What follows belongs to an exercise in optimizing a design on an open flow for a short achievable clock period and few clock cycles; a production flow would make more cautious choices. The RTL was checked by simulation tests, not by an equivalence proof against the original design. Power figures rest on the tool's default switching activity, not on a simulated workload.

==> design.v <==
module cm3_engine (
    input  wire        clk,
    input  wire        rst,           
    input  wire        start,         
    input  wire        bound_en,      
    input  wire [15:0] max_steps,     
    output wire        done,          
    output wire        halt_reason,   
    output wire [16:0] pc_out,
    output wire [14:0] executed,
    input  wire [4:0]  reg_sel,
    output wire [31:0] reg_rdata,
    output wire        mem_re,
    output wire        mem_we,
    output wire [15:0] mem_addr,
    output wire [7:0]  mem_wdata,
    input  wire [7:0]  mem_rdata
);
    localparam OP_LOAD  = 6'h06;
    localparam OP_READ  = 6'h16;
    localparam OP_WRITE = 6'h1A;
    localparam OP_POW   = 6'h2A;
    localparam NS = 5;           
    localparam N  = 3 * NS;      
    reg        running;          
    reg        first;            
    reg        done_r;           
    reg        end_f;            
    reg        bnd_f;            
    reg [16:0] pc;               
    reg [15:0] steps;
    reg [14:0] exec_cnt;
    reg [31:0] x [0:31];
    reg [8*N-1:0] wb;            
    reg [N-1:0]   wv;            
    reg [2:0]  ph;               
    reg        bre, bwe;
    reg [15:0] baddr;
    reg [7:0]  bwdata;
    reg        tb_f, ta_f;
    reg [4:0]  tb_i, ta_i;
    reg [7:0]  pe;               
    reg [7:0]  pb;               
    reg [31:0] acc;
    reg [4:0]  pcnt;
    integer i;
    reg [N-1:0]   ev;
    reg [8*N-1:0] eb;
    reg [16:0]    tmp_a;
    always @(*) begin
        for (i = 0; i < N; i = i + 1) begin
            tmp_a = pc + i;
            ev[i]        = wv[i] | tmp_a[16];
            eb[8*i +: 8] = tmp_a[16] ? 8'd0 : wb[8*i +: 8];
        end
    end
    reg [NS-1:0] st, hf, kn, pw;
    reg [N-1:0]  need, cand;
    reg [5:0]    opk;
    always @(*) begin
        for (i = 0; i < NS; i = i + 1) begin
            opk   = eb[24*i +: 6];
            kn[i] = (opk == OP_LOAD) || (opk == OP_READ) ||
                    (opk == OP_WRITE) || (opk == OP_POW);
            pw[i] = (opk == OP_POW);
        end
        st = {NS{1'b0}};
        hf = {NS{1'b0}};
        st[0] = 1'b1;
        for (i = 1; i < NS; i = i + 1) begin
            st[i] = (st[i-1] & ev[3*(i-1)] & ~pw[i-1]) |
                    ((i >= 2) ? (st[i-2] & ev[3*(i-2)] & pw[i-2]) : 1'b0);
            hf[i] = st[i-1] & ev[3*(i-1)] & pw[i-1];
        end
        for (i = 0; i < NS; i = i + 1) begin
            need[3*i]   = 1'b1;
            need[3*i+1] = (st[i] & ev[3*i] & kn[i]) | hf[i];
            need[3*i+2] = (st[i] & ev[3*i] & kn[i]) |
                          (hf[i] & ev[3*i+1] & (eb[8*(3*i+1) +: 8] == 8'd0));
        end
        for (i = 0; i < N; i = i + 1)
            cand[i] = need[i] & ~ev[i] & ~(ta_f && ta_i == i) & ~(tb_f && tb_i == i);
    end
    reg       f_any;
    reg [4:0] f_idx;
    always @(*) begin
        f_any = 1'b0;
        f_idx = 5'd0;
        for (i = N - 1; i >= 0; i = i - 1)
            if (cand[i]) begin
                f_any = 1'b1;
                f_idx = i;
            end
    end
    wire [47:0] w  = eb[47:0];
    wire [5:0]  op = w[5:0];
    wire h_known = kn[0];
    wire h_rdy3  = ev[0] & ev[1] & ev[2];
    wire h_rdyp  = ev[0] & ev[1] & ev[2] & ev[3] & ev[4] & (ev[5] | (w[39:32] != 8'd0));
    wire [12:0] ld_const = w[18:6];
    wire [4:0]  ld_rd    = w[23:19];
    wire [4:0]  rd_rd    = w[10:6];
    wire [7:0]  rd_off   = w[18:11];
    wire [4:0]  rd_ar    = w[23:19];
    wire [4:0]  wr_vr    = w[10:6];
    wire [4:0]  wr_ar    = w[15:11];
    wire [7:0]  wr_off   = w[23:16];
    wire [4:0]  pw_re    = w[10:6];
    wire [4:0]  pw_rd    = w[15:11];
    wire [25:0] pw_addr  = w[41:16];
    wire        base_ok  = (pw_addr[25:16] == 10'd0);
    wire [4:0]  a_sel  = (op == OP_READ) ? rd_ar : wr_ar;
    wire [31:0] a_val  = x[a_sel];
    wire [31:0] v_val  = x[w[10:6]];           
    wire [7:0]  a_off  = (op == OP_READ) ? rd_off : wr_off;
    wire [16:0] a_sum  = {1'b0, a_val[15:0]} + {9'd0, a_off};
    wire        a_ok   = (a_val[31:16] == 16'd0) && !a_sum[16];
    wire        e_ok   = (v_val[31:16] == 16'd0);
    reg [4:0] emax;
    always @(*) begin
        if      (mem_rdata >= 8'd85) emax = 5'd4;
        else if (mem_rdata >= 8'd41) emax = 5'd5;
        else if (mem_rdata >= 8'd24) emax = 5'd6;
        else if (mem_rdata >= 8'd16) emax = 5'd7;
        else if (mem_rdata >= 8'd12) emax = 5'd8;
        else if (mem_rdata >= 8'd10) emax = 5'd9;
        else if (mem_rdata >= 8'd8)  emax = 5'd10;
        else if (mem_rdata == 8'd7)  emax = 5'd11;
        else if (mem_rdata == 8'd6)  emax = 5'd12;
        else if (mem_rdata == 8'd5)  emax = 5'd13;
        else if (mem_rdata == 8'd4)  emax = 5'd15;
        else if (mem_rdata == 8'd3)  emax = 5'd20;
        else                         emax = 5'd31;
    end
    wire [31:0] prod = acc * pb;
    wire halt_cond = end_f | bnd_f;
    wire active    = running & ~halt_cond;
    reg        rf_we;
    reg [4:0]  rf_wa;
    reg [31:0] rf_wd;
    reg [2:0]  sh;               
    reg        rt_exec;          
    reg [2:0]  ph_n;
    reg        d_re, d_we;       
    reg [15:0] d_addr;
    reg [7:0]  d_wdata;
    reg        snoop;
    reg        pe_ld, loop_ld;
    always @(*) begin
        rf_we = 1'b0; rf_wa = 5'd0; rf_wd = 32'd0;
        sh = 3'd0; rt_exec = 1'b0; ph_n = ph;
        d_re = 1'b0; d_we = 1'b0; d_addr = 16'd0; d_wdata = 8'd0;
        snoop = 1'b0; pe_ld = 1'b0; loop_ld = 1'b0;
        if (active) begin
            case (ph)
                3'd0: if (ev[0]) begin
                    if (!h_known) begin
                        sh = 3'd3;
                    end else if (op == OP_LOAD) begin
                        if (h_rdy3) begin
                            rf_we = 1'b1; rf_wa = ld_rd; rf_wd = {19'd0, ld_const};
                            sh = 3'd3; rt_exec = 1'b1;
                        end
                    end else if (op == OP_READ) begin
                        if (h_rdy3) begin
                            if (a_ok) begin
                                d_re = 1'b1; d_addr = a_sum[15:0]; ph_n = 3'd1;
                            end else begin
                                sh = 3'd3; rt_exec = 1'b1;
                            end
                        end
                    end else if (op == OP_WRITE) begin
                        if (h_rdy3) begin
                            if (a_ok) begin
                                d_we = 1'b1; d_addr = a_sum[15:0];
                                d_wdata = v_val[7:0]; ph_n = 3'd1;
                            end else begin
                                sh = 3'd3; rt_exec = 1'b1;
                            end
                        end
                    end else begin  
                        if (h_rdyp) begin
                            if (e_ok) begin
                                d_re = 1'b1; d_addr = v_val[15:0]; ph_n = 3'd1;
                            end else begin
                                rf_we = 1'b1; rf_wa = pw_rd; rf_wd = 32'd1;
                                sh = 3'd6; rt_exec = 1'b1;
                            end
                        end
                    end
                end
                3'd1: begin
                    if (op == OP_READ) begin
                        ph_n = 3'd2;
                    end else if (op == OP_WRITE) begin
                        snoop = 1'b1;
                        sh = 3'd3; rt_exec = 1'b1; ph_n = 3'd0;
                    end else begin  
                        if (base_ok) begin
                            d_re = 1'b1; d_addr = pw_addr[15:0];
                        end
                        ph_n = 3'd2;
                    end
                end
                3'd2: begin
                    if (op == OP_READ) begin
                        rf_we = 1'b1; rf_wa = rd_rd; rf_wd = {24'd0, mem_rdata};
                        sh = 3'd3; rt_exec = 1'b1; ph_n = 3'd0;
                    end else begin  
                        if (mem_rdata == 8'd0) begin
                            rf_we = 1'b1; rf_wa = pw_rd; rf_wd = 32'd1;
                            sh = 3'd6; rt_exec = 1'b1; ph_n = 3'd0;
                        end else if (!base_ok) begin
                            rf_we = 1'b1; rf_wa = pw_rd; rf_wd = 32'd0;
                            sh = 3'd6; rt_exec = 1'b1; ph_n = 3'd0;
                        end else begin
                            pe_ld = 1'b1; ph_n = 3'd3;
                        end
                    end
                end
                3'd3: begin  
                    if (mem_rdata == 8'd0 || mem_rdata == 8'd1 || pe == 8'd1 ||
                        pe > {3'd0, emax}) begin
                        rf_we = 1'b1; rf_wa = pw_rd;
                        if (mem_rdata == 8'd0)      rf_wd = 32'd0;
                        else if (mem_rdata == 8'd1) rf_wd = 32'd1;
                        else if (pe == 8'd1)        rf_wd = {24'd0, mem_rdata};
                        else                        rf_wd = 32'hFFFF_FFFF;
                        sh = 3'd6; rt_exec = 1'b1; ph_n = 3'd0;
                    end else begin
                        loop_ld = 1'b1; ph_n = 3'd4;
                    end
                end
                default: begin  
                    if (pcnt == 5'd1) begin
                        rf_we = 1'b1; rf_wa = pw_rd; rf_wd = prod;
                        sh = 3'd6; rt_exec = 1'b1; ph_n = 3'd0;
                    end
                end
            endcase
        end
    end
    wire        f_go   = active && !d_re && !d_we && f_any && (f_idx >= {2'b00, sh});
    wire [16:0] f_addr = pc + {12'd0, f_idx};
    wire [16:0] sn_d   = {1'b0, baddr} - pc;
    wire        sn_hit = snoop && (sn_d >= 17'd3) && (sn_d < N);
    wire [4:0]  sn_i   = sn_d[4:0] - 5'd3;    
    wire done_w = done_r | (running & halt_cond & ~first);
    wire accept = start & (~running | done_w);    
    assign done        = done_w;
    assign halt_reason = ~end_f;
    assign pc_out      = pc;
    assign executed    = exec_cnt;
    assign reg_rdata   = x[reg_sel];
    assign mem_re      = (bre & ~done_w) | accept;
    assign mem_we      = bwe & ~done_w;
    assign mem_addr    = baddr;
    assign mem_wdata   = bwdata;
    reg [8*N-1:0] wb_n;
    reg [N-1:0]   wv_n;
    reg [4:0]     ja;
    wire [16:0] pc_n    = pc + {14'd0, sh};
    wire [15:0] steps_n = steps + 16'd1;
    wire        end_n   = (pc_n >= 17'd65534);
    wire        bnd_n   = bound_en && (steps_n >= max_steps);
    wire        halt_n  = end_n | bnd_n;
    always @(*) begin
        case (sh)
            3'd3:    begin wb_n = wb >> 24; wv_n = wv >> 3; end
            3'd6:    begin wb_n = wb >> 48; wv_n = wv >> 6; end
            default: begin wb_n = wb;       wv_n = wv;      end
        endcase
        ja = ta_i - {2'b00, sh};
        for (i = 0; i < N; i = i + 1) begin
            if (ta_f && ta_i >= {2'b00, sh} && ja == i) begin
                wb_n[8*i +: 8] = mem_rdata;
                wv_n[i] = 1'b1;
            end
            if (sn_hit && sn_i == i) begin
                wb_n[8*i +: 8] = bwdata;
                wv_n[i] = 1'b1;
            end
        end
    end
    always @(posedge clk) begin
        if (rst) begin
            running <= 1'b0;
            first   <= 1'b0;
            done_r  <= 1'b0;
            end_f   <= 1'b0;
            bnd_f   <= 1'b0;
            pc      <= 17'd0;
            steps   <= 16'd0;
            exec_cnt <= 15'd0;
            bre     <= 1'b0;
            bwe     <= 1'b0;
            baddr   <= 16'd0;
            bwdata  <= 8'd0;
            tb_f    <= 1'b0;
            ta_f    <= 1'b0;
            ph      <= 3'd0;
            wv      <= {N{1'b0}};
        end else if (accept || !running) begin
            if (accept) begin
                running  <= 1'b1;
                first    <= 1'b1;
                done_r   <= 1'b0;
                end_f    <= 1'b0;
                bnd_f    <= bound_en && (max_steps == 16'd0);
                pc       <= 17'd0;
                steps    <= 16'd0;
                exec_cnt <= 15'd0;
                ph       <= 3'd0;
                wv       <= {N{1'b0}};
                ta_f     <= 1'b1; ta_i <= 5'd0;
                tb_f     <= 1'b1; tb_i <= 5'd3;
                bre      <= 1'b1; bwe <= 1'b0;
                baddr    <= 16'd3;
                for (i = 0; i < 32; i = i + 1)
                    x[i] <= 32'd0;
            end
        end else if (halt_cond) begin
            running <= 1'b0;
            first   <= 1'b0;
            done_r  <= 1'b1;
            bre     <= 1'b0;
            bwe     <= 1'b0;
            baddr   <= 16'd0;
            tb_f    <= 1'b0;
            ta_f    <= 1'b0;
        end else begin
            first <= 1'b0;
            ph    <= ph_n;
            if (rf_we)
                x[rf_wa] <= rf_wd;
            if (sh != 3'd0) begin
                pc    <= pc_n;
                steps <= steps_n;
                end_f <= end_n;
                bnd_f <= bnd_n;
                if (rt_exec)
                    exec_cnt <= exec_cnt + 15'd1;
            end
            wb <= wb_n;
            wv <= wv_n;
            ta_f <= tb_f && (tb_i >= {2'b00, sh});
            ta_i <= tb_i - {2'b00, sh};
            if (d_re || d_we) begin
                bre    <= d_re;
                bwe    <= d_we;
                baddr  <= d_addr;
                bwdata <= d_wdata;
                tb_f   <= 1'b0;
            end else if (f_go) begin
                bre    <= 1'b1;
                bwe    <= 1'b0;
                baddr  <= f_addr[15:0];
                tb_f   <= 1'b1;
                tb_i   <= f_idx - {2'b00, sh};
            end else begin
                bre    <= 1'b0;
                bwe    <= 1'b0;
                tb_f   <= 1'b0;
            end
            if (sh != 3'd0 && halt_n) begin
                bre    <= 1'b0;
                bwe    <= 1'b0;
                baddr  <= 16'd0;
                tb_f   <= 1'b0;
            end
            if (pe_ld)
                pe <= mem_rdata;
            if (loop_ld) begin
                acc  <= {24'd0, mem_rdata};
                pb   <= mem_rdata;
                pcnt <= pe[4:0] - 5'd1;
            end else if (ph == 3'd4) begin
                acc  <= prod;
                pcnt <= pcnt - 5'd1;
            end
        end
    end
endmodule
==> run.sh <==
#!/bin/bash
# synth_recipe.tcl (not shown) runs the flow's synth.tcl, then flattens the netlist and writes it again
# the make line also repeats each setting of config.mk as NAME=value (left out here)
make -C /OpenROAD-flow-scripts/flow DESIGN_CONFIG=/design/flow/config.mk WORK_HOME=/design/flow/orfs CLKGATE_MAP_FILE= SYNTH_SCRIPT=/design/flow/synth_recipe.tcl finish
==> config.mk <==
export PLATFORM = sky130hd
export DESIGN_NAME = cm3_engine
export DESIGN_NICKNAME = cm3_engine
export VERILOG_FILES = /design/flow/design.v
export SDC_FILE = /design/flow/constraint.sdc
export NUM_CORES = 4
export LEC_CHECK = 0
export ABC_CLOCK_PERIOD_IN_PS = 5000
export CAP_MARGIN = 20
export CORE_MARGIN = 2
export CORE_UTILIZATION = 40
export SETUP_SLACK_MARGIN = 5
export SLEW_MARGIN = 20
==> constraint.sdc <==
create_clock -name core_clock -period 12.0 [get_ports {clk}]
set_input_delay 2.4000 -clock core_clock [delete_from_list [all_inputs] [get_ports {clk}]]
set_output_delay 2.4000 -clock core_clock [all_outputs]
set_load 0.01 [all_outputs]
==> flow_summary.yaml <==
status:
  outcome: "complete, no violations"
synth:
  synth_nets: 8060
  synth_area_mm2: 0.0827
  seq_area_frac_synth_pct: 46.2
  syn-mean-instance-area_um2: 10.7
  yosysUniqueCellTypes: 101
  synth_async_sr_flop_share_pct: 0
  ys_warn_count: 1
  ys.flop_type: "edfxtp_1"
  ys_ff_latch: 1306
  syn_inst: 7757
  synth_edf_count: 1207
worst_setup_path:
  r2r-start: "pc[15]"
  arrival_ps: 8830
  reg2reg_slack_ps: 3750
  crit_buf_inv: 14
  crit_type: "reg -> reg"
  cp.required_ps: 12580
  crit_top_cell: "buf_12"
  crit_path_max_fanout: 88
  crit_start: "pc[15]"
  r2r_cells: 37
  cp_top_family: "simple AND/OR/NAND/NOR gates"
  slowest_stage: "or4_1"
  crit_path_start_kind: "register"
  cp-end-kind: "register"
  slowest_delay_ps: 730
  worst-path-stages: 37
power:
  p_sw_share_pct: 25.8
  p_int_uw: 8030
  p_sw_uw: 2790
  clock_power_share_pct: 41.8
  combPwrFrac_pct: 9.8
  max-vdd-ir-drop_mv: 0.156
  p_seq_share_pct: 48.4
  p_leak_uw: 0.0350
  p_per_area_mw_per_mm2: 107
sta:
  hold_violations: 0
  setup_violations: 0
  max_freq_mhz: 121
  slew_violations: 0
  fin_skew_ps: 62.4
  max_slew_margin_pct: 14.1
  finalSetupTns_ps: 0
  rsz0062_at_grt: "yes"
  min_period_over_period_pct: 68.7
  tightest_slew_ps: 1290
  min_period_ps: 8250
clock_network:
  cts_tree: "done"
  clock-root-buffer: "clkbuf_16"
  cts_inserted_buffers: 149
  clockBufferDepth: 3
  htreeDepth: 4
  hold_buffers: 0
  clk_latency_ps: 860
  clock_sinks: 1306
  path_clk_slew_ps: 60
global_route:
  first_global_vias: 69000
  antenna_found_initial: 16
  grt_util_all_layers_pct: 32.2
  grt_max_degree: 95
  grt_pass1_wl_um: 495000
  grt-ovfl-total: 0
min_path:
  hp-start: "done_r"
  whs_path_depth: 2
  hp-class: "reg -> reg"
final_layout:
  final_cells: 10900
  drive_gt1_share_pct: 24.3
  mostFrequentLayoutCells: "nor2_1, edfxtp_1, nand2_1"
  nets: 8340
  fin_area_mm2: 0.101
  layout_commonest_cell: "nor2_1"
  synthToLayoutAreaGrowth_pct: 22.2
routing:
  wl_per_cell_um: 32.6
  drtIter0Drc: 12200
  routed_via_density: 6.71
  via_count: 72800
  ant_nets: 0
  drt_pass1_iterations: 7
  drt-total-wl_um: 354000
  drc: 0
floorplanning:
  die_h_um: 459
  ios: 125
  start_util_pct: 40.3
  core_area_mm2: 0.205
  fp-row-count: 166
  die-area_mm2: 0.210
  die_x_um: 459
placed_design:
  place_area_mm2: 0.0870
  place_inst: 10100
  hpwl_um: 213000
  gp_congestion: 0.977
  portBuffers: 124
flow_run:
  cap_violations: 0
## path summary, 6_finish.rpt
kind | to
hold / removal | done_r
setup / recovery | wb[71]
setup reg to reg | wb[71]
hold reg to reg | done_r
## area by class of cell
type                       count  area, um^2
clock buffer                 182        3920
timing repair inverter         1        6.26
sequential                  1306       38300
multi-input combinational   5560       44200
inverter                     221         852
clock inverter                91         821
fill                       17800      104000
timing repair buffer         798        9520
tap                         2688        3360
antenna                        6        15.0
## stage by stage
step	util [%]	total power (uW)	setup slack (ps)	hold WS [ps]
global placement	42.4	6140	1680	449
finish	49.3	10800	3750	472
CTS	47.7	10700	4060	476
global route	49.3	11000	3590	497
floorplan	-	5780	4210	432
detailed placement	42.4	6150	1390	461
## sequential cells by signal, summed over array words and instances (netlist names), 3 cells and up
| signal | flops |
|---|---|
| baddr | 16 |
| wb | 120 |
| acc | 32 |
| bwdata | 8 |
| steps | 16 |
| exec_cnt | 15 |
| pe | 8 |
| pb | 8 |
| ta_i | 5 |
| x | 1024 |
| pcnt | 5 |
| tb_i | 5 |
| wv | 15 |
| pc | 17 |
| ph | 3 |
## cells in the mapped netlist, drive strengths merged (57+ instances only)
cell	count	area [um^2]
ha	107	1340
mux2	117	1320
edfxtp	1207	36200
nand4	101	638
and2	146	913
buf	187	881
a221oi	69	611
nor2	1280	4810
mux4	416	9370
o21ai	187	936
dfxtp	99	1980
and3	115	719
nor3	146	763
a21oi	350	1760
nand2	849	3190
a31oi	57	357
xnor2	76	666
inv	219	822
clkbuf	496	1860
mux2i	168	1680
nand3	259	1310
fa	163	3260
nor4	121	808
a22oi	88	661
## tightest hold or removal path, delay by kind of cell (launching register included)
family	cells	cell delay [ps]
compound gates	1	40
flops	1	330
simple gates	1	70
## what timing repair did
action | 4_1_cts | 5_1_grt
setup buffers | 266 | 138
gates cloned | 67 | 16
resized for setup | 536 | 460
pin swaps | 116 | 170
endpoints found under the setup margin | 2429 | 1376
## per-layer routing
metal	up-vias	share of wire (%)	global-route usage [%]
li1	29400	-	-
met1	35900	35	40.1
met2	6027	44	49.5
met3	1541	13	9.68
met4	18	7.8	19.2
met5	-	0.075	0
## kinds of logic (layout without fill, tap and decap cells)
family          Yosys count  after routing  synth area share (%)
simple gates           3261           3270                  18.0
xor+xnor                124            124                  1.31
mux                     701            701                  15.0
compound gates         1191           1195                  9.56
fa+ha+maj               270            270                  5.57
other cells               0              6                     0
buf+inv                 904           1293                  4.32
flops                  1306           1306                  46.2
## power groups by stage
stage / sequential, uW / clock, uW / combinational (uW)
finish: 5230 / 4530 / 1060
global route: 5240 / 4700 / 1080
CTS: 5220 / 4540 / 970
detailed placement: 5320 / 0 / 832
global placement: 5320 / 0 / 821
floorplan: 5270 / 0 / 507
Testbench counts, summed over its fixed seeds: cycles 45,604.

-- static timing again, ports no longer ideal --
The flow's constraints put no driver on any port. The routed layout listed below was extracted and timed again, unchanged, in two steps.
Step 1, drivers: a clkbuf_16 drives clk and a buf_2 each remaining input, both assumed.
Step 2, shift: input delay + t, output delay - t, t = (earliest + latest rising clock arrival at the registers) / 2. This alone moves slack from input paths to output paths.
Slacks: no drivers / after step 1 / after step 2; pairs: no drivers / after step 1.
t (ns): 0.916
setup WS [ns]: 3.754 / 3.754 / 3.141
worst setup path at the end: input to register
worst data-port slew with drivers (ns): 0.33
After both steps this run still meets setup and hold. For this run, drivers alone change the setup slack by 0.000 ns; drivers and shift together by -0.613 ns.
